Background: an optimization exercise with open tools, aiming at small area and a short achievable clock period. Do not read the settings as production practice.
Where RTL was checked, it was by simulation tests only, not by an equivalence proof against the original.
No functional check of the RTL was part of run 2.
Power and IR drop assume default switching activity.

==> flow/design.v <==
module gemini #(
    parameter [31:0] WRITE_PULSE    = 32'd2,
    parameter [31:0] READ_DELAY     = 32'd3,
    parameter [31:0] WRITE_DELAY    = 32'd1,
    parameter [31:0] HS_TIMEOUT     = 32'd100,
    parameter        HS_ENFORCE     = 1'b0,
    parameter        CAN_INIT_RESET = 1'b1,
    parameter [31:0] IDLE_TO_RESET  = 32'd12
) (
    input  wire        clk,
    input  wire        rst,
    input  wire        rx,
    input  wire        cmd_valid,
    input  wire [39:0] cmd,
    output wire        tx,
    output reg  [2:0]  resp_code,
    output reg  [31:0] resp_data
);
    localparam [1:0] CH_IDLE = 2'd0, CH_ASD = 2'd1, CH_APA = 2'd2, CH_AHT = 2'd3;
    localparam [1:0] FC_WFS = 2'd0, FC_WFD = 2'd1, FC_FE = 2'd2;
    localparam [2:0] R_OK = 3'd0, R_FULL = 3'd1, R_EMPTY = 3'd2, R_BUSY = 3'd3,
                     R_BADARG = 3'd4, R_ILLEGAL = 3'd5;
    localparam [7:0] OP_NOP = 8'h00, OP_SENDBIT = 8'h10, OP_SENDBYTE = 8'h11,
                     OP_HASDATA = 8'h12, OP_RECVBIT = 8'h13, OP_RECVBYTE = 8'h14,
                     OP_PULSE = 8'h15, OP_SETINIT = 8'h16, OP_SETIDLE = 8'h17,
                     OP_HSCLR = 8'h18, OP_BEGIN = 8'h20, OP_SENDSF = 8'h21,
                     OP_FCOMPLETE = 8'h22, OP_GETFRAME = 8'h23, OP_RESETFRAME = 8'h24,
                     OP_FBREAD = 8'h25, OP_FTODET = 8'h26, OP_FTOCNT = 8'h27,
                     OP_FTORESET = 8'h28, OP_STATUS = 8'h30, OP_FSTATUS = 8'h31;
    integer i;
    reg [63:0] obq;                
    reg [63:0] ibm;                
    reg [5:0]  ib_rd;
    reg [6:0]  ib_cnt, ob_cnt;
    reg [1:0]  ch_state;
    reg        self_init, frame_end, edge_flag, hs_err;
    reg [31:0] elapsed;            
    reg        rx_q;
    reg        tx_r;
    reg [30:0] pulse_cnt;
    reg        pulse_final;
    reg        can_init;
    reg [31:0] idle_to;
    reg        fc_en;
    reg [1:0]  fc_state;
    reg [8:0]  fb_len, fb_idx;
    reg        in_sub;
    reg [7:0]  acc;
    reg [3:0]  bitcnt;
    reg [31:0] fto_cnt;
    reg [7:0]  fb [0:255];
    reg        wb_valid;           
    assign tx = tx_r;
    wire ib_z   = (ib_cnt == 7'd0);
    wire ib_1   = (ib_cnt == 7'd1);
    wire ib_8   = (ib_cnt == 7'd8);
    wire ib_ge8 = (ib_cnt >= 7'd8);
    wire ib_64  = ib_cnt[6];
    wire ob_z   = (ob_cnt == 7'd0);
    wire ob_fit1 = ~ob_cnt[6];
    wire ob_fit8 = (ob_cnt <= 7'd56);
    wire ob_fit9 = (ob_cnt <= 7'd55);
    wire el_ge_rd   = (elapsed >= READ_DELAY);
    wire el_ge_wd   = (elapsed >= WRITE_DELAY);
    wire el_ge_idle = (elapsed >= idle_to);
    wire pulse_busy = (pulse_cnt != 31'd0);
    wire pulse_last = (pulse_cnt == 31'd1);
    wire tx1        = pulse_last ? pulse_final : tx_r;
    wire fc_eq   = (fb_idx == fb_len);
    wire fc_lt   = (fb_idx <  fb_len);
    wire len_z   = (fb_len == 9'd0);
    wire idx_z   = (fb_idx == 9'd0);
    wire complete = fc_en & fc_eq;
    wire fto_nz  = (fto_cnt != 32'd0);
    wire fto_max = (fto_cnt == 32'hFFFF_FFFF);
    reg [63:0] ob_oh, ob_th;
    always @* begin
        for (i = 0; i < 64; i = i + 1) begin
            ob_oh[i] = (ob_cnt == i);
            ob_th[i] = (ob_cnt <= i);
        end
    end
    reg [7:0] ib_lane, ib_o;
    reg [2:0] ib_row;
    always @* begin
        for (i = 0; i < 8; i = i + 1) begin
            ib_row = ib_rd[5:3] + ((i < ib_rd[2:0]) ? 3'd1 : 3'd0);
            ib_lane[i] = ibm[{ib_row, i[2:0]}];
        end
        for (i = 0; i < 8; i = i + 1)
            ib_o[i] = ib_lane[(ib_rd[2:0] + i) & 7];
    end
    wire [5:0] ib_rd8 = ib_rd + 6'd8;
    wire       ib_o8  = ibm[ib_rd8];
    wire [5:0] ib_wp  = ib_rd + ib_cnt[5:0];
    wire [7:0]  op  = cmd[39:32];
    wire [31:0] arg = cmd[31:0];
    wire z_31_16 = (arg[31:16] == 16'd0);
    wire z_15_8  = (arg[15:8]  == 8'd0);
    wire z_7_1   = (arg[7:1]   == 7'd0);
    wire z_none  = z_31_16 & z_15_8 & z_7_1 & ~arg[0];
    wire z_b0    = z_31_16 & z_15_8 & z_7_1;
    wire z_b8    = z_31_16 & z_15_8;
    wire z_b16   = z_31_16;
    reg legal;
    always @* begin
        case (op)
            OP_NOP, OP_RECVBIT, OP_RECVBYTE, OP_HSCLR, OP_FCOMPLETE,
            OP_GETFRAME, OP_RESETFRAME, OP_FTODET, OP_FTOCNT,
            OP_FTORESET, OP_STATUS, OP_FSTATUS:    legal = z_none;
            OP_SENDBIT, OP_SETINIT:                legal = z_b0;
            OP_SENDBYTE, OP_SENDSF, OP_HASDATA:    legal = z_b8;
            OP_PULSE, OP_SETIDLE:                  legal = 1'b1;
            OP_BEGIN, OP_FBREAD:                   legal = z_b16;
            default:                               legal = 1'b0;
        endcase
    end
    wire go = cmd_valid & legal;
    wire c_sendbit   = go & (op == OP_SENDBIT);
    wire c_sendbyte  = go & (op == OP_SENDBYTE);
    wire c_sendsf    = go & (op == OP_SENDSF);
    wire c_hasdata   = go & (op == OP_HASDATA);
    wire c_recvbit   = go & (op == OP_RECVBIT);
    wire c_recvbyte  = go & (op == OP_RECVBYTE);
    wire c_pulse     = go & (op == OP_PULSE);
    wire c_setinit   = go & (op == OP_SETINIT);
    wire c_setidle   = go & (op == OP_SETIDLE);
    wire c_hsclr     = go & (op == OP_HSCLR);
    wire c_begin     = go & (op == OP_BEGIN);
    wire c_fcomplete = go & (op == OP_FCOMPLETE);
    wire c_getframe  = go & (op == OP_GETFRAME);
    wire c_resetframe= go & (op == OP_RESETFRAME);
    wire c_fbread    = go & (op == OP_FBREAD);
    wire c_ftodet    = go & (op == OP_FTODET);
    wire c_ftocnt    = go & (op == OP_FTOCNT);
    wire c_ftoreset  = go & (op == OP_FTORESET);
    wire c_status    = go & (op == OP_STATUS);
    wire c_fstatus   = go & (op == OP_FSTATUS);
    wire e1 = edge_flag | (rx & ~rx_q);
    wire ob_push = c_sendbit | c_sendbyte | c_sendsf;
    wire ob_fits = c_sendbit ? ob_fit1 : (c_sendbyte ? ob_fit8 : ob_fit9);
    wire ob_full_resp = ob_push & ~ob_fits;
    wire ob_nz1  = ~ob_z | ob_push;
    wire [8:0] ob_s = c_sendsf   ? {arg[0], arg[1], arg[2], arg[3], arg[4], arg[5], arg[6], arg[7], 1'b1} :
                      c_sendbyte ? {1'b0,   arg[0], arg[1], arg[2], arg[3], arg[4], arg[5], arg[6], arg[7]} :
                                   {8'd0, arg[0]};
    wire ob_head = ob_z ? ob_s[0] : obq[0];
    wire p1_1 = c_recvbit  & ~ib_z;
    wire p1_8 = c_recvbyte & ib_ge8;
    wire ib_c1_z    = ib_z | (ib_1 & p1_1) | (ib_8 & p1_8);
    wire ib_c1_full = ib_64 & ~p1_1 & ~p1_8;
    wire pulse_ok   = c_pulse & ~pulse_busy;
    wire pulse_zero = (arg[30:0] == 31'd0);
    wire pulse_load = pulse_ok & ~pulse_zero;
    wire can_init2 = c_setinit ? arg[0] : can_init;
    wire timeout2  = c_setidle ? (elapsed >= arg) : el_ge_idle;
    wire begin_bad = (arg[15:0] == 16'd0) | (arg[15:0] > 16'd256);
    wire begin_ok  = c_begin & ~begin_bad;
    wire idx_clr   = begin_ok | c_getframe | c_resetframe;
    wire fb_rd_bad = (arg[15:0] >= {7'd0, fb_len});
    wire [7:0] wb_idx   = fb_idx[7:0] - 8'd1;
    wire       wb_hit   = wb_valid & (arg[7:0] == wb_idx);
    wire [7:0] fb_rdata = wb_hit ? acc : fb[arg[7:0]];
    always @* begin
        resp_code = R_OK;
        if (cmd_valid & ~legal)
            resp_code = R_ILLEGAL;
        if (ob_full_resp)
            resp_code = R_FULL;
        if ((c_recvbit & ib_z) | (c_recvbyte & ~ib_ge8))
            resp_code = R_EMPTY;
        if (c_pulse & pulse_busy)
            resp_code = R_BUSY;
        if ((c_begin & begin_bad) | (c_fbread & fb_rd_bad))
            resp_code = R_BADARG;
        if (rst)
            resp_code = R_OK;
        resp_data =
            ({32{c_hasdata & ({1'b0, ib_cnt} >= arg[7:0])}} & 32'd1) |
            ({32{p1_1}} & {31'd0, ib_o[0]}) |
            ({32{p1_8}} & {24'd0, ib_o[0], ib_o[1], ib_o[2], ib_o[3],
                                  ib_o[4], ib_o[5], ib_o[6], ib_o[7]}) |
            ({32{c_fcomplete}} & {31'd0, complete}) |
            ({32{c_getframe}} & {23'd0, fb_idx}) |
            ({32{c_fbread & ~fb_rd_bad}} & {24'd0, fb_rdata}) |
            ({32{c_ftodet}} & {31'd0, fto_nz}) |
            ({32{c_ftocnt}} & fto_cnt) |
            ({32{c_status}} & {2'b00, ob_cnt, ib_cnt, fto_nz, complete, in_sub,
                               fc_state, fc_en, hs_err, can_init,
                               (pulse_busy & ~pulse_last), rx, tx1,
                               e1, frame_end, self_init, ch_state}) |
            ({32{c_fstatus}} & {2'b00, acc, bitcnt, fb_len, fb_idx});
        if (rst)
            resp_data = 32'd0;
    end
    wire run4 = ~pulse_busy & ~pulse_load;
    reg  [1:0] ch4;
    reg        si4, fe4, e4, set4;
    reg        ob_pop, ib_push;
    reg        tx_lo4;     
    reg        ld4;        
    reg        pf4;        
    always @* begin
        ch4 = ch_state; si4 = self_init; fe4 = frame_end; e4 = e1; set4 = 1'b0;
        ob_pop = 1'b0; ib_push = 1'b0; ld4 = 1'b0; pf4 = 1'b0; tx_lo4 = 1'b0;
        if (run4) begin
            case (ch_state)
                CH_IDLE: begin
                    if (e1) begin
                        e4 = 1'b0; si4 = 1'b0; fe4 = 1'b0; set4 = 1'b1; ch4 = CH_ASD;
                    end else if (can_init2 & ob_nz1 & frame_end) begin
                        ob_pop = 1'b1; ld4 = 1'b1; pf4 = ob_head;
                        si4 = 1'b1; fe4 = 1'b0; set4 = 1'b1; ch4 = CH_APA;
                    end else if (timeout2) begin
                        fe4 = 1'b1;
                    end
                end
                CH_ASD: begin
                    if (el_ge_rd) begin
                        ib_push = ~ib_c1_full;
                        set4 = 1'b1;
                        if (!ob_nz1) begin
                            if (!self_init) ld4 = 1'b1;
                            ch4 = CH_IDLE;
                        end else begin
                            ob_pop = 1'b1; ld4 = 1'b1; pf4 = ob_head; ch4 = CH_APA;
                        end
                    end
                end
                CH_APA: begin
                    if (e1) begin
                        e4 = 1'b0; set4 = 1'b1; ch4 = CH_AHT;
                    end
                end
                default: begin
                    if (el_ge_wd) begin
                        tx_lo4 = 1'b1; ch4 = CH_ASD;
                    end
                end
            endcase
        end
    end
    wire ib_nz2  = ~ib_c1_z | ib_push;
    wire ib_head = ib_c1_z ? rx : (p1_8 ? ib_o8 : (p1_1 ? ib_o[1] : ib_o[0]));
    wire fc_en3  = fc_en | begin_ok;
    wire [1:0] fc_state3 = begin_ok ? FC_WFS : fc_state;
    wire in_sub3 = ~begin_ok & in_sub;
    wire eq3     = ~begin_ok & (c_getframe | c_resetframe ? len_z : fc_eq);
    wire lt3     = begin_ok | (c_getframe | c_resetframe ? ~len_z : fc_lt);
    wire idx_nz3 = ~idx_clr & ~idx_z;
    wire bc7     = ~begin_ok & (bitcnt == 4'd7);
    reg  [1:0] fc5;
    reg        ib_pop5, fb_we;
    reg        f_clr;      
    reg        f_start;    
    reg        f_shift;    
    reg        f_inc;      
    always @* begin
        fc5 = fc_state3; ib_pop5 = 1'b0; fb_we = 1'b0;
        f_clr = 1'b0; f_start = 1'b0; f_shift = 1'b0; f_inc = 1'b0;
        if (fc_en3) begin
            case (fc_state3)
                FC_WFS: begin
                    if (fe4) ib_pop5 = ib_nz2;
                    else begin f_clr = 1'b1; fc5 = FC_WFD; end
                end
                FC_WFD: begin
                    if (ib_nz2) begin
                        ib_pop5 = 1'b1;
                        if (eq3) begin
                        end else if (!in_sub3) begin
                            f_start = ib_head;
                        end else begin
                            f_shift = 1'b1;
                            fb_we = bc7;
                        end
                    end else if (fe4) begin
                        if ((in_sub3 | idx_nz3) & lt3) begin
                            f_inc = ~fto_max | c_ftoreset;
                            f_clr = 1'b1;
                        end
                        fc5 = FC_FE;
                    end
                end
                default: begin
                    if (fe4) ib_pop5 = ib_nz2;
                    else     fc5 = FC_WFS;
                end
            endcase
        end
    end
    wire       ob_sf = c_sendsf;
    wire [7:0] ob_b  = c_sendbit ? {8{arg[0]}} :
                       {arg[0], arg[1], arg[2], arg[3], arg[4], arg[5], arg[6], arg[7]};
    wire [2:0] ob_r  = ob_cnt[2:0] + {2'd0, ob_sf};
    reg  [7:0] ob_l;       
    reg  [64:0] ob_x;
    always @* begin
        for (i = 0; i < 8; i = i + 1)
            ob_l[i] = ob_b[(i - ob_r) & 7];
        for (i = 0; i < 64; i = i + 1)
            ob_x[i] = ob_th[i] ? (ob_l[i % 8] | (ob_sf & ob_oh[i])) : obq[i];
        ob_x[64] = 1'b0;
    end
    wire [63:0] obq_n = ob_pop ? ob_x[64:1] : ob_x[63:0];
    wire [6:0] ob_cnt_n =
        ob_full_resp ? (ob_pop ? 7'd63 : 7'd64) :
        c_sendsf     ? (ob_pop ? ob_cnt + 7'd8 : ob_cnt + 7'd9) :
        c_sendbyte   ? (ob_pop ? ob_cnt + 7'd7 : ob_cnt + 7'd8) :
        c_sendbit    ? (ob_pop ? ob_cnt        : ob_cnt + 7'd1) :
                       (ob_pop ? ob_cnt - 7'd1 : ob_cnt);
    wire [5:0] ib_rd_n = ib_rd + (p1_8 ? 6'd8 : {5'd0, p1_1}) + {5'd0, ib_pop5};
    wire [6:0] ib_cnt_n =
        p1_8 ? (ib_push ? (ib_pop5 ? ib_cnt - 7'd8 : ib_cnt - 7'd7)
                        : (ib_pop5 ? ib_cnt - 7'd9 : ib_cnt - 7'd8)) :
        p1_1 ? (ib_push ? (ib_pop5 ? ib_cnt - 7'd1 : ib_cnt)
                        : (ib_pop5 ? ib_cnt - 7'd2 : ib_cnt - 7'd1)) :
               (ib_push ? (ib_pop5 ? ib_cnt : ib_cnt + 7'd1)
                        : (ib_pop5 ? ib_cnt - 7'd1 : ib_cnt));
    wire [8:0] fb_idx_n = f_clr ? 9'd0 :
                          fb_we ? (idx_clr ? 9'd1 : fb_idx + 9'd1) :
                          idx_clr ? 9'd0 : fb_idx;
    wire [7:0] acc_n    = (f_clr | f_start | begin_ok) ? 8'd0 :
                          f_shift ? {acc[6:0], ib_head} : acc;
    wire [3:0] bitcnt_n = (f_clr | f_start | begin_ok | fb_we) ? 4'd0 :
                          f_shift ? bitcnt + 4'd1 : bitcnt;
    wire in_sub_n = f_start | (~f_clr & ~fb_we & in_sub3);
    wire [31:0] fto_n = f_inc ? (c_ftoreset ? 32'd1 : fto_cnt + 32'd1) :
                        c_ftoreset ? 32'd0 : fto_cnt;
    always @(posedge clk) begin
        if (rst) begin
            ib_cnt <= 7'd0; ob_cnt <= 7'd0; ib_rd <= 6'd0;
            ch_state <= CH_IDLE;
            self_init <= 1'b0; frame_end <= 1'b0;
            edge_flag <= 1'b0; hs_err <= 1'b0;
            elapsed <= 32'd0;
            rx_q <= 1'b1;
            tx_r <= 1'b0;
            pulse_cnt <= 31'd0; pulse_final <= 1'b0;
            can_init <= CAN_INIT_RESET;
            idle_to <= IDLE_TO_RESET;
            fc_en <= 1'b0; fc_state <= FC_WFS;
            fb_len <= 9'd0; fb_idx <= 9'd0;
            in_sub <= 1'b0; acc <= 8'd0; bitcnt <= 4'd0;
            fto_cnt <= 32'd0;
        end else begin
            ib_cnt <= ib_cnt_n; ob_cnt <= ob_cnt_n; ib_rd <= ib_rd_n;
            ch_state <= ch4;
            self_init <= si4; frame_end <= fe4;
            edge_flag <= e4;
            if (c_hsclr) hs_err <= 1'b0;
            elapsed <= set4 ? 32'd1 : elapsed + 32'd1;
            rx_q <= rx;
            if (ld4) begin
                tx_r <= 1'b1; pulse_cnt <= WRITE_PULSE[30:0]; pulse_final <= pf4;
            end else if (tx_lo4) begin
                tx_r <= 1'b0;
            end else if (pulse_ok) begin
                tx_r <= pulse_zero ? arg[31] : 1'b1;
                if (!pulse_zero) begin
                    pulse_cnt <= arg[30:0]; pulse_final <= arg[31];
                end
            end else begin
                tx_r <= tx1;
                if (pulse_busy) pulse_cnt <= pulse_cnt - 31'd1;
            end
            if (c_setinit) can_init <= arg[0];
            if (c_setidle) idle_to <= arg;
            fc_en <= fc_en3; fc_state <= fc5;
            if (begin_ok) fb_len <= arg[8:0];
            fb_idx <= fb_idx_n;
            in_sub <= in_sub_n; acc <= acc_n; bitcnt <= bitcnt_n;
            fto_cnt <= fto_n;
        end
    end
    always @(posedge clk) begin
        obq <= obq_n;
        wb_valid <= fb_we & ~rst;
        for (i = 0; i < 64; i = i + 1)
            if (ib_push && ib_wp == i) ibm[i] <= rx;
    end
    always @(posedge clk)
        if (wb_valid) fb[wb_idx] <= acc;
endmodule
==> flow/flow/run.sh <==
#!/bin/bash
# Own layout flow: the standard ORFS flow (standard synthesis unchanged)
# with these changes to how the layout is optimised:
#  - sizing may swap a cell for one of another footprint,
#  - the port buffers are buf_4 cells,
#  - the timing repair aims for extra setup slack on the worst endpoints,
#  - clock tree: small clock buffers and no dummy loads.
# Each ORFS step writes its own log under orfs/logs; make's output goes to
# flow_make.log.
set -uo pipefail
bash standard.sh \
  MATCH_CELL_FOOTPRINT=0 \
  "BUFFER_PORTS_ARGS=-buffer_cell sky130_fd_sc_hd__buf_4" \
  SETUP_SLACK_MARGIN=6.5 \
  TNS_END_PERCENT=10 \
  "CTS_ARGS=-sink_clustering_enable -repair_clock_nets -dont_use_dummy_load -buf_list {sky130_fd_sc_hd__clkbuf_4 sky130_fd_sc_hd__clkbuf_8}" \
  finish > flow_make.log 2>&1
==> flow/standard.sh <==
#!/bin/bash
# synth_recipe.tcl (not shown) runs the flow's synth.tcl, then flattens the netlist and writes it again
# the make line also repeats each setting of config.mk as NAME=value (left out here)
make -C /OpenROAD-flow-scripts/flow DESIGN_CONFIG=/design/flow/config.mk WORK_HOME=/design/flow/orfs CLKGATE_MAP_FILE= SYNTH_SCRIPT=/design/flow/synth_recipe.tcl "${@:-finish}"
==> flow/config.mk <==
export PLATFORM = sky130hd
export DESIGN_NAME = gemini
export DESIGN_NICKNAME = gemini
export VERILOG_FILES = /design/flow/design.v
export SDC_FILE = /design/flow/constraint.sdc
export NUM_CORES = 4
export LEC_CHECK = 0
export CAP_MARGIN = 20
export CORE_MARGIN = 2
export CORE_UTILIZATION = 55
export SLEW_MARGIN = 20
==> flow/constraint.sdc <==
create_clock -name core_clock -period 15.0 [get_ports {clk}]
set_input_delay 3.0000 -clock core_clock [delete_from_list [all_inputs] [get_ports {clk}]]
set_output_delay 3.0000 -clock core_clock [all_outputs]
set_load 0.01 [all_outputs]
==> results of run 1 <==
-- through the flow --
| stage | area [sq um] | power, mW | setup WS, ns | util [%] | hold slack, ns |
|---|---|---|---|---|---|
| after floorplan | 102000 | 7.75 | 6.14 | - | 0.436 |
| after global placement | 105000 | 7.89 | 3.77 | 57.5 | 0.443 |
| after detailed placement | 105000 | 7.90 | 3.77 | 57.5 | 0.447 |
| after CTS | 113000 | 12.6 | 5.44 | 61.4 | 0.454 |
| after global routing | 113000 | 12.9 | 5.42 | 61.5 | 0.468 |
| final | 113000 | 12.5 | 5.41 | 61.5 | 0.452 |
-- area by class of cell --
cell class | count | area share, %
clock buffers | 399 | 4.86
diodes | 4 | 0.00887
well taps | 2464 | 2.73
repair buffers | 274 | 2.92
flip-flops and latches | 2367 | 60.7
inverters | 127 | 0.459
multi-input cells | 3190 | 28.3
-- power breakdown --
group	switching [mW]	internal, mW
Clock	2.31	2.33
Combinational	0.384	0.273
Sequential	0.0473	7.13
Total	2.74	9.74
-- tightest hold or removal path, stage by stage, from the launching register on --
cell	delay (ns)
dfxtp_1	0.30
nand2_1	0.05
a21oi_1	0.05
-- how the worst min path moves through the flow --
| stage | endpoint | slack [ns] | depth (start not counted) |
|---|---|---|---|
| 2_1_floorplan | idle_to[10] | 0.44 | 2 |
| 3_3_place_gp | idle_to[13] | 0.44 | 2 |
| 3_5_place_dp | idle_to[30] | 0.45 | 2 |
| 5_1_grt | idle_to[18] | 0.47 | 2 |
| 6_report | idle_to[30] | 0.45 | 2 |
| 4_1_cts | idle_to[30] | 0.45 | 2 |
-- sequential cells by signal, indices dropped and copies added (netlist names), 9 cells and up --
register	flops
pulse_cnt	31
idle_to	32
fb_idx	9
elapsed	32
fb	2048
ibm	64
fb_len	9
obq	64
fto_cnt	32
-- routing by layer --
| layer | GRT usage, % | routed length [um] | share of wire, % |
|---|---|---|---|
| met5 | 0 | 13 | 0.0046 |
| met4 | 10.3 | 9440 | 3.3 |
| met3 | 5.81 | 23700 | 8.4 |
| met2 | 47.2 | 134000 | 47 |
| met1 | 43.5 | 116000 | 41 |
-- cells by family (layout without fill, tap and decap cells) --
group | after synthesis | in the layout | synth area share [%]
adder cells (fa/ha/maj) | 158 | 158 | 1.95
flip-flops | 2367 | 2367 | 67.3
AND/OR/NAND/NOR | 1419 | 1419 | 6.43
multiplexers | 844 | 844 | 17.2
AO/OA/AOI/OAI | 645 | 645 | 4.21
buffers and inverters | 470 | 800 | 1.79
other | 0 | 4 | 0
XOR/XNOR | 124 | 124 | 1.07
-- Yosys cell counts (23+ instances only) --
cell,number
a211oi_1,47
a21oi_1,187
a222oi_1,28
a31oi_1,44
and3_1,43
buf_1,65
buf_2,23
clkbuf_1,250
dfxtp_1,254
edfxtp_1,2113
ha_1,155
inv_1,119
mux2_2,27
mux2i_1,92
mux4_2,725
nand2_1,350
nand3_1,101
nand4_1,40
nor2_1,609
nor3_1,76
nor4_1,33
o21ai_0,126
or3_1,23
xnor2_1,73
xor2_1,51
-- what timing repair did --
item,CTS,global route
pin swaps,0,2
endpoints found under the hold margin,0,0
setup endpoints to repair,35,35
resized for setup,129,18
cloned,47,0
setup buffers,22,1
==> flow_metrics.env, run 1 <==
export IMPL_cts_made_buffers=399
export IMPL_finalHoldViolCount=0
export IMPL_ctsHoldBuffers=0
export IMPL_synth_edff_count=2113
export IMPL_synthArstFlopShare_pct=0
export IMPL_cp_top_family="multiplexers"
export IMPL_status="complete, no violations"
export IMPL_multi_input_comb_area_sq_um=31900
export IMPL_coreArea_sq_um=183000
export IMPL_grt_pass1_vias=57687
export IMPL_ant_nets=0
export IMPL_routed_via_count=58378
export IMPL_grt_usage_pct=30.3
export IMPL_cpMostUsedCell="mux4_2"
export IMPL_cp_endpoint="resp_data[3]"
export IMPL_synth_net_count=6228
export IMPL_cp_arrival_ns=6.59
export IMPL_powerDensity_nw_per_um2=110
export IMPL_final_cell_mix="edfxtp_1 (2113), mux4_2 (725), nor2_1 (584), clkbuf_8 (399), nand2_1 (342)"
export IMPL_drive_gt1_share_pct=24.9
export IMPL_drc=0
export IMPL_r2r_start="pulse_cnt[2]"
export IMPL_cpMaxStageDelayCell="mux4_2"
export IMPL_finalNonFillerCells=8825
export IMPL_wire_per_inst_um=32.0
export IMPL_nFillCells=13454
export IMPL_path_clk_slew_ns=0.05
export IMPL_finalSetupViolations=0
export IMPL_place_hpwl_um=164000
export IMPL_crit_path_end_kind="output pin"
export IMPL_leakagePower_nw=30.7
export IMPL_area_growth_pct=10.9
export IMPL_seq_area_sq_um=68600
export IMPL_tns_ns=0
export IMPL_pin_count=80
export IMPL_htree_num_levels=5
export IMPL_root_buffer="clkbuf_8"
export IMPL_cp_depth=11
export IMPL_synth_seq_area_share_pct=67.3
export IMPL_synth_distinct_cells=111
export IMPL_grt_pass1_wl_um=409000
export IMPL_grt_max_degree=194
export IMPL_rows=157
export IMPL_clock_latency_ns=1.07
export IMPL_synthesis_area_sq_um=102000
export IMPL_grt_ovfl_total=0
export IMPL_dpl_cell_count=8348
export IMPL_die_w_um=434
export IMPL_gp_congestion=0.915
export IMPL_crit_start="cmd[0]"
export IMPL_hold_class="flip-flop to flip-flop"
export IMPL_via_per_inst=6.62
export IMPL_hp_start="idle_to[30]"
export IMPL_peakVddDrop_v=0.0000914
export IMPL_io_buffers=79
export IMPL_drtPass1Iterations=6
export IMPL_final_common_cell="edfxtp_1"
export IMPL_cp_max_fo=7
export IMPL_slew_headroom_pct=21.0
export IMPL_clk_path_buf_depth=4
export IMPL_rsz0062_at_grt="true"
export IMPL_crit_required_ns=12.00
export IMPL_die_h_um=434
export IMPL_start_kind="input port"
export IMPL_worst_setup_path_type="input port to output pin"
export IMPL_drtIter0Drc=6865
export IMPL_r2r_cells=13
export IMPL_antenna_found_initial=5
export IMPL_syn_inst=6027
export IMPL_layout_nets=6560
export IMPL_rrSetupSlack_ns=9.99
export IMPL_critical_path_max_stage_delay_ns=0.60
export IMPL_worst_slew_pin_slew_ns=1.18
export IMPL_ys_ff_latch=2367
export IMPL_avgSynthCellArea_sq_um=16.9
export IMPL_fmax_mhz=104
export IMPL_slew_violations=0
export IMPL_reg2reg_to="ib_rd[4]"
export IMPL_synth_top_area_share_pct=62.3
export IMPL_cts_tree="done"
export IMPL_post_route_period_util_pct=63.9
export IMPL_synth_top_cell_by_area="edfxtp_1"
export IMPL_yosys_warnings=1
export IMPL_critPathBufInv=4
export IMPL_min_period_ns=9.59
export IMPL_synth_ff_type="edfxtp_1"
export IMPL_path_cells="buf_16, buf_16, buf_12, mux4_2, mux4_2, mux4_2, mux4_2, mux2_4, nand2_4, a31oi_4, buf_6"
export IMPL_cap_violations=0
export IMPL_initial_core_util_pct=55.5
export IMPL_cts_sinks=2367
export IMPL_synthTopCellsByArea="edfxtp_1 (62%), mux4_2 (16%), dfxtp_1 (5.0%), nor2_1 (2.2%), ha_1 (1.9%)"
export IMPL_die_area_sq_um=189000
export IMPL_drt_wl_total_um=283000
export IMPL_fin_skew_ns=0.0889
==> run 2: changes to the inputs <==
--- a/flow/design.v
+++ b/flow/design.v
@@ -34,5 +34,5 @@
     reg [6:0]  ib_cnt, ob_cnt;
     reg [1:0]  ch_state;
-    reg        self_init, frame_end, edge_flag, hs_err;
+    reg        self_init, frame_end, edge_flag;
     reg [31:0] elapsed;            
     reg        rx_q;
@@ -137,4 +137,20 @@
     wire c_status    = go & (op == OP_STATUS);
     wire c_fstatus   = go & (op == OP_FSTATUS);
+    wire o_sendbit   = (op == OP_SENDBIT);
+    wire o_sendbyte  = (op == OP_SENDBYTE);
+    wire o_sendsf    = (op == OP_SENDSF);
+    wire o_hasdata   = (op == OP_HASDATA);
+    wire o_recvbit   = (op == OP_RECVBIT);
+    wire o_recvbyte  = (op == OP_RECVBYTE);
+    wire o_pulse     = (op == OP_PULSE);
+    wire o_begin     = (op == OP_BEGIN);
+    wire o_fcomplete = (op == OP_FCOMPLETE);
+    wire o_getframe  = (op == OP_GETFRAME);
+    wire o_fbread    = (op == OP_FBREAD);
+    wire o_ftodet    = (op == OP_FTODET);
+    wire o_ftocnt    = (op == OP_FTOCNT);
+    wire o_status    = (op == OP_STATUS);
+    wire o_fstatus   = (op == OP_FSTATUS);
+    wire o_push      = o_sendbit | o_sendbyte | o_sendsf;
     wire e1 = edge_flag | (rx & ~rx_q);
     wire ob_push = c_sendbit | c_sendbyte | c_sendsf;
@@ -142,8 +158,6 @@
     wire ob_full_resp = ob_push & ~ob_fits;
     wire ob_nz1  = ~ob_z | ob_push;
-    wire [8:0] ob_s = c_sendsf   ? {arg[0], arg[1], arg[2], arg[3], arg[4], arg[5], arg[6], arg[7], 1'b1} :
-                      c_sendbyte ? {1'b0,   arg[0], arg[1], arg[2], arg[3], arg[4], arg[5], arg[6], arg[7]} :
-                                   {8'd0, arg[0]};
-    wire ob_head = ob_z ? ob_s[0] : obq[0];
+    wire ob_s0   = o_sendsf | (o_sendbyte & arg[7]) | (o_sendbit & arg[0]);
+    wire ob_head = ob_z ? ob_s0 : obq[0];
     wire p1_1 = c_recvbit  & ~ib_z;
     wire p1_8 = c_recvbyte & ib_ge8;
@@ -161,36 +175,54 @@
     wire [7:0] wb_idx   = fb_idx[7:0] - 8'd1;
     wire       wb_hit   = wb_valid & (arg[7:0] == wb_idx);
-    wire [7:0] fb_rdata = wb_hit ? acc : fb[arg[7:0]];
+    wire [7:0] fb_tree;
+    genvar gb, gq, gk;
+    generate
+        for (gb = 0; gb < 8; gb = gb + 1) begin : g_rd
+            wire [255:0] col;
+            for (gk = 0; gk < 256; gk = gk + 1) begin : g_col
+                assign col[gk] = fb[gk][gb];
+            end
+            gemini_rdbit u (.d(col), .a(arg[7:0]), .y(fb_tree[gb]));
+        end
+    endgenerate
+    wire v_ok  = cmd_valid & ~rst;
+    wire vl    = v_ok & legal;
+    wire ob_fits_raw = o_sendbit ? ob_fit1 : (o_sendbyte ? ob_fit8 : ob_fit9);
+    wire full_raw  = o_push & ~ob_fits_raw;
+    wire empty_raw = (o_recvbit & ib_z) | (o_recvbyte & ~ib_ge8);
+    wire busy_raw  = o_pulse & pulse_busy;
+    wire bad_raw   = (o_begin & begin_bad) | (o_fbread & fb_rd_bad);
     always @* begin
-        resp_code = R_OK;
-        if (cmd_valid & ~legal)
-            resp_code = R_ILLEGAL;
-        if (ob_full_resp)
-            resp_code = R_FULL;
-        if ((c_recvbit & ib_z) | (c_recvbyte & ~ib_ge8))
-            resp_code = R_EMPTY;
-        if (c_pulse & pulse_busy)
-            resp_code = R_BUSY;
-        if ((c_begin & begin_bad) | (c_fbread & fb_rd_bad))
-            resp_code = R_BADARG;
-        if (rst)
-            resp_code = R_OK;
-        resp_data =
-            ({32{c_hasdata & ({1'b0, ib_cnt} >= arg[7:0])}} & 32'd1) |
-            ({32{p1_1}} & {31'd0, ib_o[0]}) |
-            ({32{p1_8}} & {24'd0, ib_o[0], ib_o[1], ib_o[2], ib_o[3],
-                                  ib_o[4], ib_o[5], ib_o[6], ib_o[7]}) |
-            ({32{c_fcomplete}} & {31'd0, complete}) |
-            ({32{c_getframe}} & {23'd0, fb_idx}) |
-            ({32{c_fbread & ~fb_rd_bad}} & {24'd0, fb_rdata}) |
-            ({32{c_ftodet}} & {31'd0, fto_nz}) |
-            ({32{c_ftocnt}} & fto_cnt) |
-            ({32{c_status}} & {2'b00, ob_cnt, ib_cnt, fto_nz, complete, in_sub,
-                               fc_state, fc_en, hs_err, can_init,
+        resp_code[0] = v_ok & (~legal | full_raw | busy_raw);
+        resp_code[1] = vl & (empty_raw | busy_raw);
+        resp_code[2] = v_ok & (~legal | bad_raw);
+    end
+    wire fb_ok   = o_fbread & ~fb_rd_bad;
+    wire fb_gate = vl & fb_ok & ~wb_hit;
+    wire [31:0] other_raw =
+            ({32{o_hasdata & ({1'b0, ib_cnt} >= arg[7:0])}} & 32'd1) |
+            ({32{o_recvbit & ~ib_z}} & {31'd0, ib_o[0]}) |
+            ({32{o_recvbyte & ib_ge8}} & {24'd0, ib_o[0], ib_o[1], ib_o[2], ib_o[3],
+                                          ib_o[4], ib_o[5], ib_o[6], ib_o[7]}) |
+            ({32{o_fcomplete}} & {31'd0, complete}) |
+            ({32{o_getframe}} & {23'd0, fb_idx}) |
+            ({32{fb_ok & wb_hit}} & {24'd0, acc}) |
+            ({32{o_ftodet}} & {31'd0, fto_nz}) |
+            ({32{o_ftocnt}} & fto_cnt) |
+            ({32{o_status}} & {2'b00, ob_cnt, ib_cnt, fto_nz, complete, in_sub,
+                               fc_state, fc_en, 1'b0, can_init,
                                (pulse_busy & ~pulse_last), rx, tx1,
                                e1, frame_end, self_init, ch_state}) |
-            ({32{c_fstatus}} & {2'b00, acc, bitcnt, fb_len, fb_idx});
-        if (rst)
-            resp_data = 32'd0;
+            ({32{o_fstatus}} & {2'b00, acc, bitcnt, fb_len, fb_idx});
+    wire [7:0] fb_out;
+    genvar go_;
+    generate
+        for (go_ = 0; go_ < 8; go_ = go_ + 1) begin : g_out
+            gemini_ao u (.t(fb_tree[go_]), .g(fb_gate), .o(vl & other_raw[go_]), .y(fb_out[go_]));
+        end
+    endgenerate
+    always @* begin
+        resp_data = ({32{vl}} & other_raw);
+        resp_data[7:0] = fb_out;
     end
     wire run4 = ~pulse_busy & ~pulse_load;
@@ -290,15 +322,14 @@
         end
     end
-    wire       ob_sf = c_sendsf;
-    wire [7:0] ob_b  = c_sendbit ? {8{arg[0]}} :
-                       {arg[0], arg[1], arg[2], arg[3], arg[4], arg[5], arg[6], arg[7]};
-    wire [2:0] ob_r  = ob_cnt[2:0] + {2'd0, ob_sf};
-    reg  [7:0] ob_l;       
+    reg  [7:0] ob_lb;
+    wire [7:0] ob_ls = {ob_lb[6:0], ob_lb[7]};
     reg  [64:0] ob_x;
     always @* begin
         for (i = 0; i < 8; i = i + 1)
-            ob_l[i] = ob_b[(i - ob_r) & 7];
+            ob_lb[i] = arg[7 - ((i - ob_cnt[2:0]) & 7)];
         for (i = 0; i < 64; i = i + 1)
-            ob_x[i] = ob_th[i] ? (ob_l[i % 8] | (ob_sf & ob_oh[i])) : obq[i];
+            ob_x[i] = ~ob_th[i] ? obq[i] :
+                      o_sendbit ? arg[0] :
+                      o_sendsf  ? (ob_ls[i % 8] | ob_oh[i]) : ob_lb[i % 8];
         ob_x[64] = 1'b0;
     end
@@ -310,5 +341,7 @@
         c_sendbit    ? (ob_pop ? ob_cnt        : ob_cnt + 7'd1) :
                        (ob_pop ? ob_cnt - 7'd1 : ob_cnt);
-    wire [5:0] ib_rd_n = ib_rd + (p1_8 ? 6'd8 : {5'd0, p1_1}) + {5'd0, ib_pop5};
+    wire [5:0] ib_rd_n = p1_8 ? (ib_pop5 ? ib_rd + 6'd9 : ib_rd + 6'd8) :
+                         p1_1 ? (ib_pop5 ? ib_rd + 6'd2 : ib_rd + 6'd1) :
+                                (ib_pop5 ? ib_rd + 6'd1 : ib_rd);
     wire [6:0] ib_cnt_n =
         p1_8 ? (ib_push ? (ib_pop5 ? ib_cnt - 7'd8 : ib_cnt - 7'd7)
@@ -328,4 +361,5 @@
     wire [31:0] fto_n = f_inc ? (c_ftoreset ? 32'd1 : fto_cnt + 32'd1) :
                         c_ftoreset ? 32'd0 : fto_cnt;
+    wire [255:0] fb_wsel = 256'd1 << wb_idx;
     always @(posedge clk) begin
         if (rst) begin
@@ -333,5 +367,5 @@
             ch_state <= CH_IDLE;
             self_init <= 1'b0; frame_end <= 1'b0;
-            edge_flag <= 1'b0; hs_err <= 1'b0;
+            edge_flag <= 1'b0;
             elapsed <= 32'd0;
             rx_q <= 1'b1;
@@ -349,5 +383,4 @@
             self_init <= si4; frame_end <= fe4;
             edge_flag <= e4;
-            if (c_hsclr) hs_err <= 1'b0;
             elapsed <= set4 ? 32'd1 : elapsed + 32'd1;
             rx_q <= rx;
@@ -380,5 +413,61 @@
             if (ib_push && ib_wp == i) ibm[i] <= rx;
     end
-    always @(posedge clk)
-        if (wb_valid) fb[wb_idx] <= acc;
+    genvar g;
+    generate
+        for (g = 0; g < 256; g = g + 1) begin : g_fb
+            always @(posedge clk)
+                if (wb_valid && fb_wsel[g]) fb[g] <= acc;
+        end
+    endgenerate
+endmodule
+module gemini_sel4 (
+    input  wire [3:0] d,
+    input  wire [3:0] s,
+    output wire       y
+);
+    assign y = (d[0] & s[0]) | (d[1] & s[1]) | (d[2] & s[2]) | (d[3] & s[3]);
+endmodule
+module gemini_rdq (
+    input  wire [63:0] d,
+    input  wire [5:0]  a,
+    output wire        y
+);
+    wire [3:0] s1 = 4'd1 << a[1:0];
+    wire [3:0] s2 = 4'd1 << a[3:2];
+    wire [3:0] s3 = 4'd1 << a[5:4];
+    wire [15:0] l1;
+    wire [3:0]  l2;
+    genvar g;
+    generate
+        for (g = 0; g < 16; g = g + 1) begin : g_l1
+            gemini_sel4 u (.d(d[4*g+3:4*g]), .s(s1), .y(l1[g]));
+        end
+        for (g = 0; g < 4; g = g + 1) begin : g_l2
+            gemini_sel4 u (.d(l1[4*g+3:4*g]), .s(s2), .y(l2[g]));
+        end
+    endgenerate
+    gemini_sel4 u3 (.d(l2), .s(s3), .y(y));
+endmodule
+module gemini_rdbit (
+    input  wire [255:0] d,
+    input  wire [7:0]   a,
+    output wire         y
+);
+    wire [3:0] q;
+    wire [3:0] s4 = 4'd1 << a[7:6];
+    genvar g;
+    generate
+        for (g = 0; g < 4; g = g + 1) begin : g_q
+            gemini_rdq u (.d(d[64*g+63:64*g]), .a(a[5:0]), .y(q[g]));
+        end
+    endgenerate
+    gemini_sel4 u4 (.d(q), .s(s4), .y(y));
+endmodule
+module gemini_ao (
+    input  wire t,
+    input  wire g,
+    input  wire o,
+    output wire y
+);
+    assign y = (t & g) | o;
 endmodule
==> flow/flow/run.sh (replaced) <==
#!/bin/bash
# Own layout flow: the standard ORFS flow (standard synthesis unchanged)
# with these changes to how the layout is optimised:
#  - sizing may swap a cell for one of another footprint,
#  - the port buffers are buf_4 cells,
#  - the timing repair aims for extra setup slack on the worst endpoints,
#  - clock tree: larger sink clusters, no dummy loads.
# Each ORFS step writes its own log under orfs/logs; make's output goes to
# flow_make.log.
set -uo pipefail
bash standard.sh \
  MATCH_CELL_FOOTPRINT=0 \
  "BUFFER_PORTS_ARGS=-buffer_cell sky130_fd_sc_hd__buf_4" \
  SETUP_SLACK_MARGIN=7 \
  TNS_END_PERCENT=10 \
  "CTS_ARGS=-sink_clustering_enable -repair_clock_nets -dont_use_dummy_load -sink_clustering_size 20 -sink_clustering_max_diameter 100 -buf_list {sky130_fd_sc_hd__clkbuf_8 sky130_fd_sc_hd__clkbuf_16}" \
  finish > flow_make.log 2>&1
--- a/flow/config.mk
+++ b/flow/config.mk
@@ -8,4 +8,6 @@
 export CAP_MARGIN = 20
 export CORE_MARGIN = 2
-export CORE_UTILIZATION = 55
+export CORE_UTILIZATION = 50
 export SLEW_MARGIN = 20
+export SYNTH_HIERARCHICAL = 1
+export SYNTH_MINIMUM_KEEP_SIZE = 0
==> run 2 against run 1 <==
Still clean. Count of clock-buffer cells in the layout decreased by 261. Sequential power decreased by 0.8%. Synthesized cell count increased by 29%. Global-route usage increased by 3.8 points. Utilization decreased by 6.9 points. Combinational power increased by 72%. First-iteration DRC count increased by 58%. Critical path depth increased by 2. Critical path type unchanged.
==> flow_metrics.env, run 2 <==
export IMPL_status="complete, no violations"
export IMPL_worst_setup_path_type="input port to output pin"
export IMPL_slew_violations=0
export IMPL_leakagePower_nw=33.5
export IMPL_rsz0062_at_grt="true"
export IMPL_final_common_cell="edfxtp_1"
export IMPL_clock_latency_ns=0.84
export IMPL_fin_skew_ns=0.0632
export IMPL_die_h_um=456
export IMPL_coreArea_sq_um=203000
export IMPL_yosys_warnings=8
export IMPL_via_per_inst=6.79
export IMPL_synth_top_area_share_pct=62.2
export IMPL_grt_ovfl_total=0
export IMPL_slew_headroom_pct=19.4
export IMPL_synth_edff_count=2113
export IMPL_ant_nets=0
export IMPL_rows=165
export IMPL_synthArstFlopShare_pct=0
export IMPL_final_cell_mix="edfxtp_1 (2113), a22oi_1 (1345), nand2_1 (1021), nor2_1 (712), a21oi_1 (274)"
export IMPL_post_route_period_util_pct=61.6
export IMPL_avgSynthCellArea_sq_um=13.1
export IMPL_io_buffers=79
export IMPL_cts_tree="done"
export IMPL_rrSetupSlack_ns=9.33
export IMPL_cap_violations=0
export IMPL_clk_path_buf_depth=3
export IMPL_finalHoldViolCount=0
export IMPL_worst_slew_pin_slew_ns=1.20
export IMPL_ys_ff_latch=2367
export IMPL_synth_most_common_cell="edfxtp_1"
export IMPL_finalSetupViolations=0
export IMPL_grt_max_degree=194
export IMPL_drt_wl_total_um=363000
export IMPL_synth_ff_type="edfxtp_1"
export IMPL_htree_num_levels=4
export IMPL_fmax_mhz=108
export IMPL_die_w_um=456
export IMPL_regMostFlops="fb"
export IMPL_die_area_sq_um=208000
export IMPL_grt_pass1_vias=68484
export IMPL_drc=0
export IMPL_start_kind="input port"
export IMPL_crit_path_end_kind="output pin"
export IMPL_min_period_ns=9.24
export IMPL_synth_seq_area_share_pct=67.2
export IMPL_area_growth_pct=8.60
export IMPL_cts_made_buffers=138
export IMPL_cp_max_fo=52
export IMPL_layout_nets=8139
export IMPL_path_clk_slew_ns=0.08
export IMPL_critical_path_max_stage_delay_ns=0.52
export IMPL_pin_count=80
export IMPL_routed_via_count=72077
export IMPL_peakVddDrop_v=0.000129
export IMPL_path_cells="buf_16, clkbuf_16, and2b_4, a22oi_1, nand2_1, a22oi_1, nand2_1, a22oi_1, nand2_1, a22oi_2, nand2_2, a21o_1, buf_4"
export IMPL_initial_core_util_pct=50.3
export IMPL_syn_inst=7783
export IMPL_reg_top3="fb x2048, ibm x64, obq x64"
export IMPL_root_buffer="clkbuf_16"
export IMPL_hold_class="flip-flop to flip-flop"
export IMPL_drtPass1Iterations=8
export IMPL_synth_distinct_cells=93
export IMPL_antenna_found_initial=8
export IMPL_powerDensity_nw_per_um2=108
export IMPL_synthTopCellsByArea="edfxtp_1 (62%), a22oi_1 (10%), dfxtp_1 (5.0%), nand2_1 (3.8%), nor2_1 (2.8%)"
export IMPL_synth_top_cell_by_area="edfxtp_1"
export IMPL_ctsHoldBuffers=0
export IMPL_cts_sinks=2367
export IMPL_grt_usage_pct=34.2
export IMPL_gp_congestion=0.983
export IMPL_drtIter0Drc=10873
export IMPL_cpMaxStageDelayCell="a22oi_2"
export IMPL_grt_pass1_wl_um=509000
export IMPL_synth_net_count=7984
export IMPL_synthesis_area_sq_um=102000
export IMPL_largest_register_ffs=2048
export IMPL_dpl_cell_count=10435
export IMPL_cp_arrival_ns=6.24
export IMPL_crit_required_ns=12.00
export IMPL_place_hpwl_um=227000
export IMPL_finalNonFillerCells=10610
export IMPL_wire_per_inst_um=34.2
export IMPL_yosys_top_cells_count="edfxtp_1 (2113), a22oi_1 (1375), nand2_1 (1032)"
export IMPL_tns_ns=0
export IMPL_drive_gt1_share_pct=11.0
## run 2: cell count changes after synthesis, moves of 51 or more
| cell | before | now |
|---|---|---|
| buf_1 | 65 | 14 |
| and2b_2 | 0 | 200 |
| nor2_1 | 609 | 752 |
| nand2_1 | 350 | 1032 |
| and2_2 | 0 | 104 |
| mux4_2 | 725 | 51 |
| a21oi_1 | 187 | 277 |
| clkbuf_1 | 250 | 172 |
| a22oi_1 | 6 | 1375 |
## run 2: what timing repair did
action / 4_1_cts / 5_1_grt
setup buffers: 17 / 1
gates cloned: 14 / 0
pin swaps: 19 / 2
endpoints found under the setup margin: 38 / 35
resized for setup: 156 / 14
## run 2: metal layers
layer	vias to the layer above	share of wire, %	GRT usage (%)
met4	4	6.0	17.0
met2	4584	46	54.8
met3	972	10	6.56
met5	-	0.0077	0
met1	36133	38	44.7
li1	30384	-	-
## run 2: report_power, final
| part | switching [mW] | leakage (nW) | internal (mW) | total (mW) |
|---|---|---|---|---|
| combinational | 0.765 | 15.0 | 0.364 | 1.13 |
| sequential | 0.0291 | 16.8 | 7.09 | 7.12 |
| clock | 2.10 | 1.70 | 1.64 | 3.74 |
| total | 2.90 | 33.5 | 9.10 | 12.0 |
## run 2: path summary, 6_finish.rpt
check             startpoint  cells after the start            to
setup / recovery      cmd[0]                     13  resp_data[5]
hold / removal    idle_to[6]                      2    idle_to[6]
setup reg to reg   ib_cnt[0]                     15     ib_cnt[2]
hold reg to reg   idle_to[6]                      2    idle_to[6]
## run 2: Yosys stat by module, one instance, submodules excluded
| module | cell area [sq um] | copies in the design |
|---|---|---|
| gemini_rdbit | 26.3 | 8 |
| gemini | 86200 | 1 |
| gemini_rdq | 86.3 | 32 |
| gemini_ao | 7.51 | 8 |
| gemini_sel4 | 18.8 | 680 |
## run 2: worst max-delay path, delay by kind of cell
kind	cells	cell delay, ns
AOI/OAI and AO/OA	5	1.62
buffers and inverters	3	0.55
and+or+nand+nor	5	1.01
## run 2: layout make-up
cell class / instances / area, sq um
antenna: 2 / 5.00
clock buffer: 138 / 3450
fill: 16848 / 91800
inverter: 124 / 482
multi-input combinational: 5090 / 32800
sequential: 2367 / 68600
tap: 2672 / 3340
timing repair buffer: 217 / 2120
## run 2: cell families after synthesis
kind of cell	Yosys count	share of synthesized area, %
and+or+nand+nor	2543	11.8
DFF	2367	67.2
AOI/OAI and AO/OA	2104	14.5
buffers and inverters	326	1.23
muxes	161	2.22
adders and majority gates	157	1.93
xor gates and xnor gates	125	1.07
## run 2: through the flow
step	hold WS [ns]	setup WS [ns]	power, mW	util (%)	area, sq um
after floorplan	0.432	6.45	7.88	-	102000
after detailed placement	0.446	4.13	8.32	52.4	106000
after CTS	0.458	5.92	12.0	54.6	111000
final	0.458	5.76	12.0	54.7	111000
after global placement	0.441	4.12	8.31	52.4	106000
after global routing	0.477	5.79	12.3	54.7	111000
==> run 3: changes to the inputs <==
--- a/flow/design.v
+++ b/flow/design.v
@@ -32,4 +32,5 @@
     reg [63:0] ibm;                
     reg [5:0]  ib_rd;
+    reg [5:0]  ib_rd8;             
     reg [6:0]  ib_cnt, ob_cnt;
     reg [1:0]  ch_state;
@@ -85,5 +86,5 @@
     always @* begin
         for (i = 0; i < 8; i = i + 1) begin
-            ib_row = ib_rd[5:3] + ((i < ib_rd[2:0]) ? 3'd1 : 3'd0);
+            ib_row = (i < ib_rd[2:0]) ? ib_rd8[5:3] : ib_rd[5:3];
             ib_lane[i] = ibm[{ib_row, i[2:0]}];
         end
@@ -91,5 +92,4 @@
             ib_o[i] = ib_lane[(ib_rd[2:0] + i) & 7];
     end
-    wire [5:0] ib_rd8 = ib_rd + 6'd8;
     wire       ib_o8  = ibm[ib_rd8];
     wire [5:0] ib_wp  = ib_rd + ib_cnt[5:0];
@@ -172,7 +172,11 @@
     wire begin_ok  = c_begin & ~begin_bad;
     wire idx_clr   = begin_ok | c_getframe | c_resetframe;
-    wire fb_rd_bad = (arg[15:0] >= {7'd0, fb_len});
+    wire fb_lt8;
+    gemini_lt8 u_lt (.a(arg[7:0]), .b(fb_len[7:0]), .lt(fb_lt8));
+    wire fb_rd_bad = ~(z_15_8 & (fb_len[8] | fb_lt8));
     wire [7:0] wb_idx   = fb_idx[7:0] - 8'd1;
-    wire       wb_hit   = wb_valid & (arg[7:0] == wb_idx);
+    wire       wb_eq;
+    gemini_eq8 u_eq (.a(arg[7:0]), .b(wb_idx), .eq(wb_eq));
+    wire       wb_hit   = wb_valid & wb_eq;
     wire [7:0] fb_tree;
     genvar gb, gq, gk;
@@ -341,4 +345,7 @@
         c_sendbit    ? (ob_pop ? ob_cnt        : ob_cnt + 7'd1) :
                        (ob_pop ? ob_cnt - 7'd1 : ob_cnt);
+    wire [5:0] ib_rd8_n = p1_8 ? (ib_pop5 ? ib_rd + 6'd17 : ib_rd + 6'd16) :
+                          p1_1 ? (ib_pop5 ? ib_rd + 6'd10 : ib_rd + 6'd9) :
+                                 (ib_pop5 ? ib_rd + 6'd9 : ib_rd8);
     wire [5:0] ib_rd_n = p1_8 ? (ib_pop5 ? ib_rd + 6'd9 : ib_rd + 6'd8) :
                          p1_1 ? (ib_pop5 ? ib_rd + 6'd2 : ib_rd + 6'd1) :
@@ -364,5 +371,5 @@
     always @(posedge clk) begin
         if (rst) begin
-            ib_cnt <= 7'd0; ob_cnt <= 7'd0; ib_rd <= 6'd0;
+            ib_cnt <= 7'd0; ob_cnt <= 7'd0; ib_rd <= 6'd0; ib_rd8 <= 6'd8;
             ch_state <= CH_IDLE;
             self_init <= 1'b0; frame_end <= 1'b0;
@@ -379,5 +386,5 @@
             fto_cnt <= 32'd0;
         end else begin
-            ib_cnt <= ib_cnt_n; ob_cnt <= ob_cnt_n; ib_rd <= ib_rd_n;
+            ib_cnt <= ib_cnt_n; ob_cnt <= ob_cnt_n; ib_rd <= ib_rd_n; ib_rd8 <= ib_rd8_n;
             ch_state <= ch4;
             self_init <= si4; frame_end <= fe4;
@@ -430,10 +437,9 @@
 module gemini_rdq (
     input  wire [63:0] d,
-    input  wire [5:0]  a,
+    input  wire [3:0]  s1,
+    input  wire [3:0]  s2,
+    input  wire [3:0]  s3,
     output wire        y
 );
-    wire [3:0] s1 = 4'd1 << a[1:0];
-    wire [3:0] s2 = 4'd1 << a[3:2];
-    wire [3:0] s3 = 4'd1 << a[5:4];
     wire [15:0] l1;
     wire [3:0]  l2;
@@ -455,9 +461,12 @@
 );
     wire [3:0] q;
+    wire [3:0] s1 = 4'd1 << a[1:0];
+    wire [3:0] s2 = 4'd1 << a[3:2];
+    wire [3:0] s3 = 4'd1 << a[5:4];
     wire [3:0] s4 = 4'd1 << a[7:6];
     genvar g;
     generate
         for (g = 0; g < 4; g = g + 1) begin : g_q
-            gemini_rdq u (.d(d[64*g+63:64*g]), .a(a[5:0]), .y(q[g]));
+            gemini_rdq u (.d(d[64*g+63:64*g]), .s1(s1), .s2(s2), .s3(s3), .y(q[g]));
         end
     endgenerate
@@ -472,2 +481,26 @@
     assign y = (t & g) | o;
 endmodule
+module gemini_eq8 (
+    input  wire [7:0] a,
+    input  wire [7:0] b,
+    output wire       eq
+);
+    assign eq = (a == b);
+endmodule
+module gemini_lt8 (
+    input  wire [7:0] a,
+    input  wire [7:0] b,
+    output reg        lt
+);
+    integer i, j;
+    reg t;
+    always @* begin
+        lt = 1'b0;
+        for (i = 0; i < 8; i = i + 1) begin
+            t = ~a[i] & b[i];
+            for (j = i + 1; j < 8; j = j + 1)
+                t = t & ~(a[j] ^ b[j]);
+            lt = lt | t;
+        end
+    end
+endmodule
==> run 3 against run 2 <==
Still clean. Critical path depth is 2 lower. Sequential share of layout area is 1.2 points lower. Global-route usage is 5.3 points higher. Wire length is 14% higher. First-iteration DRC count is 20% higher. Sequential power is 0.7% higher. Flip-flop and latch count is 6 higher. Clock skew is 0.0091 ns higher. Non-clock buffer count is 164 higher. Maximum frequency is 1.7% higher. Combinational power is about 30% higher. Critical endpoint is now resp_data[7].
==> flow_metrics.env, run 3 <==
export IMPL_post_route_period_util_pct=60.5
export IMPL_die_w_um=452
export IMPL_dpl_cell_count=10281
export IMPL_drc=0
export IMPL_crit_required_ns=12.00
export IMPL_cp_arrival_ns=6.08
export IMPL_cts_tree="done"
export IMPL_fin_skew_ns=0.0723
export IMPL_slew_violations=0
export IMPL_io_buffers=79
export IMPL_tns_ns=0
export IMPL_min_period_ns=9.08
export IMPL_cap_violations=0
export IMPL_peakVddDrop_v=0.000110
export IMPL_coreArea_sq_um=200000
export IMPL_routed_via_count=75529
export IMPL_finalSetupViolations=0
export IMPL_ant_nets=0
export IMPL_start_kind="input port"
export IMPL_synth_top_cell_by_area="edfxtp_1"
export IMPL_synth_top_area_share_pct=63.1
export IMPL_path_clk_slew_ns=0.09
export IMPL_reg_top3="fb x2048, ibm x64, obq x64"
export IMPL_crit_path_end_kind="output pin"
export IMPL_synth_ff_type="edfxtp_1"
export IMPL_final_cell_mix="edfxtp_1 (2113), a22oi_1 (1152), nand2_1 (1014), nor2_1 (644), a21oi_1 (282)"
export IMPL_finalHoldViolCount=0
export IMPL_yosys_warnings=9
export IMPL_cts_made_buffers=139
export IMPL_wire_per_inst_um=39.0
export IMPL_place_hpwl_um=234000
export IMPL_gp_congestion=0.985
export IMPL_synthArstFlopShare_pct=0
export IMPL_pin_count=80
export IMPL_via_per_inst=7.12
export IMPL_grt_max_degree=244
export IMPL_seq_area_sq_um=68700
export IMPL_nFillCells=16179
export IMPL_final_common_cell="edfxtp_1"
export IMPL_grt_ovfl_total=0
export IMPL_synth_net_count=7784
export IMPL_initial_core_util_pct=50.3
export IMPL_clk_path_buf_depth=3
export IMPL_rrSetupSlack_ns=8.61
export IMPL_grt_pass1_vias=68823
export IMPL_synthTopCellsByArea="edfxtp_1 (63%), a22oi_1 (10%), dfxtp_1 (5.2%), nand2_1 (4.0%), nor2_1 (2.5%)"
export IMPL_drive_gt1_share_pct=13.5
export IMPL_antenna_found_initial=31
export IMPL_fmax_mhz=110
export IMPL_htree_num_levels=4
export IMPL_finalNonFillerCells=10615
export IMPL_synth_adder_area_share_pct=1.80
export IMPL_synth_seq_area_share_pct=68.3
export IMPL_drtPass1Iterations=9
export IMPL_yosys_top_cells_count="edfxtp_1 (2113), a22oi_1 (1370), nand2_1 (1074)"
export IMPL_synth_distinct_cells=96
export IMPL_status="complete, no violations"
export IMPL_grt_usage_pct=39.5
export IMPL_grt_pass1_wl_um=559000
export IMPL_powerDensity_nw_per_um2=110
export IMPL_ys_ff_latch=2373
export IMPL_largest_register_ffs=2048
export IMPL_avgSynthCellArea_sq_um=13.2
export IMPL_synth_compound_area_share_pct=15.3
export IMPL_synth_edff_count=2113
export IMPL_ctsHoldBuffers=0
export IMPL_area_growth_pct=12.5
export IMPL_synth_most_common_cell="edfxtp_1"
export IMPL_worst_slew_pin_slew_ns=1.27
export IMPL_synth_top_family_by_area="compound AO/OA/AOI/OAI gates"
export IMPL_rsz0062_at_grt="true"
export IMPL_regMostFlops="fb"
export IMPL_rows=164
export IMPL_worst_setup_path_type="input port to output pin"
export IMPL_synthesis_area_sq_um=101000
export IMPL_drtIter0Drc=13094
export IMPL_leakagePower_nw=33.4
export IMPL_syn_inst=7596
export IMPL_cts_sinks=2373
export IMPL_root_buffer="clkbuf_16"
export IMPL_hold_class="flip-flop to flip-flop"
export IMPL_layout_nets=8130
export IMPL_synth_xor_area_share_pct=0.950
export IMPL_die_area_sq_um=205000
export IMPL_die_h_um=452
export IMPL_synthMuxAreaShare_pct=2.33
export IMPL_multi_input_comb_area_sq_um=32400
export IMPL_cp_max_fo=43
export IMPL_synthSimpleGateAreaFrac_pct=10.0
export IMPL_slew_headroom_pct=15.1
export IMPL_drt_wl_total_um=414000
export IMPL_clock_latency_ns=0.87
run 3: cell count changes after synthesis, moves of 12 or more:
cell / delta
or3_1: +13
nand2_1: +42
and2_2: -72
a221oi_1: +12
inv_1: +20
xor2_1: -12
mux2i_1: +25
ha_1: -13
nor2_1: -81
a31oi_1: +13
and2b_2: -136
run 3: routing by layer:
layer	GRT usage [%]	part of all wire (%)	wire length [um]	up-vias
met3	13.2	15	60300	1482
met4	25.9	8.5	35000	22
li1	-	-	-	30390
met5	0	0.074	306	-
met2	57.5	42	175000	6133
met1	50.4	35	143000	37502
run 3: worst paths after layout:
kind,from,end,depth (start not counted)
max,cmd[3],resp_data[7],11
min,idle_to[12],idle_to[12],2
max reg2reg,pulse_cnt[16],fto_cnt[25],11
min reg2reg,idle_to[12],idle_to[12],2
run 3: final cells by class:
| type | count | share of cell area (%) |
|---|---|---|
| inverters | 146 | 0.484 |
| multi-input cells | 4901 | 28.7 |
| clock buffers | 139 | 3.08 |
| flip-flops and latches | 2373 | 60.7 |
| well taps | 2656 | 2.94 |
| repair buffers | 381 | 4.08 |
| diodes | 19 | 0.0420 |
run 3: Yosys stat by module, one instance, submodules excluded, excerpt:
module,copies in the design,cells,flops+latches,area [sq um]
gemini,1,5386,2373,86500
gemini_lt8,1,23,0,178
gemini_rdbit,8,16,0,115
gemini_eq8,1,11,0,86.3
gemini_sel4,680,3,0,18.8
gemini_ao,8,1,0,7.51
run 3: cell families after synthesis:
logic type,count (synthesis)
buffers and inverters,345
flip-flops,2373
XOR/XNOR,109
adder cells (fa/ha/maj),144
AND/OR/NAND/NOR,2279
multiplexers,177
AO/OA/AOI/OAI,2169
run 3: what timing repair did:
action / in CTS / in global routing
gates cloned: 67 / 6
endpoints found under the setup margin: 50 / 47
buffers inserted: 79 / 21
resized for setup: 509 / 52
pin swaps: 128 / 52
run 3: power by group:
group | internal, mW | switching, mW
combinational | 0.463 | 1.01
clock | 1.65 | 2.13
sequential | 7.13 | 0.0475
total | 9.24 | 3.19
run 3: through the flow:
stage	area, sq um	hold WS (ns)	setup WS [ns]	total power, mW	util [%]
final	113000	0.459	5.92	12.4	56.6
after global routing	113000	0.478	6.07	12.6	56.6
after CTS	112000	0.460	6.30	12.3	56.3
after detailed placement	105000	0.448	4.37	8.51	52.6
after global placement	105000	0.445	4.39	8.49	52.6
after floorplan	101000	0.436	6.70	7.99	-
run 3: critical path: stages:
cell,delay [ns]
buf_12,0.22
and2b_2,0.26
buf_4,0.33
a22oi_2,0.82
nand2_1,0.23
a22oi_1,0.24
nand2_1,0.08
a22oi_2,0.19
nand2_4,0.16
a21o_4,0.28
buf_6,0.12

## re-timing with driven ports
The flow's constraints put no driver on any port. The routed layouts listed below were extracted and timed again, unchanged, in two steps.
Step 1 (the two cells are an assumption about what drives the block):
set clk [get_ports {clk}]
set_driving_cell -lib_cell sky130_fd_sc_hd__clkbuf_16 $clk
set_driving_cell -lib_cell sky130_fd_sc_hd__buf_2 [delete_from_list [all_inputs] $clk]
Step 2 moves the port delays by t, midway between the first and last clock arrival at a register: inputs arrive t later, outputs are due t later. That takes back most of the time a late clock gives input paths.
Three values: ideal ports, drivers, drivers and shift; two values: the first two.
run | t, ns | setup WS [ns] | worst setup path at the end | pins driven straight from the clock port
run 1 | 1.106 | 5.410 / 4.931 / 4.931 | input to output | 1
run 2 | 0.899 | 5.765 / 5.546 / 5.546 | input to output | 1
run 3 | 0.903 | 5.919 / 5.377 / 5.377 | input to output | 1
After both steps every run listed still meets setup and hold. The setup slack of run 3, which loses most, moves by -0.542 ns with the drivers and by -0.542 ns with both steps.
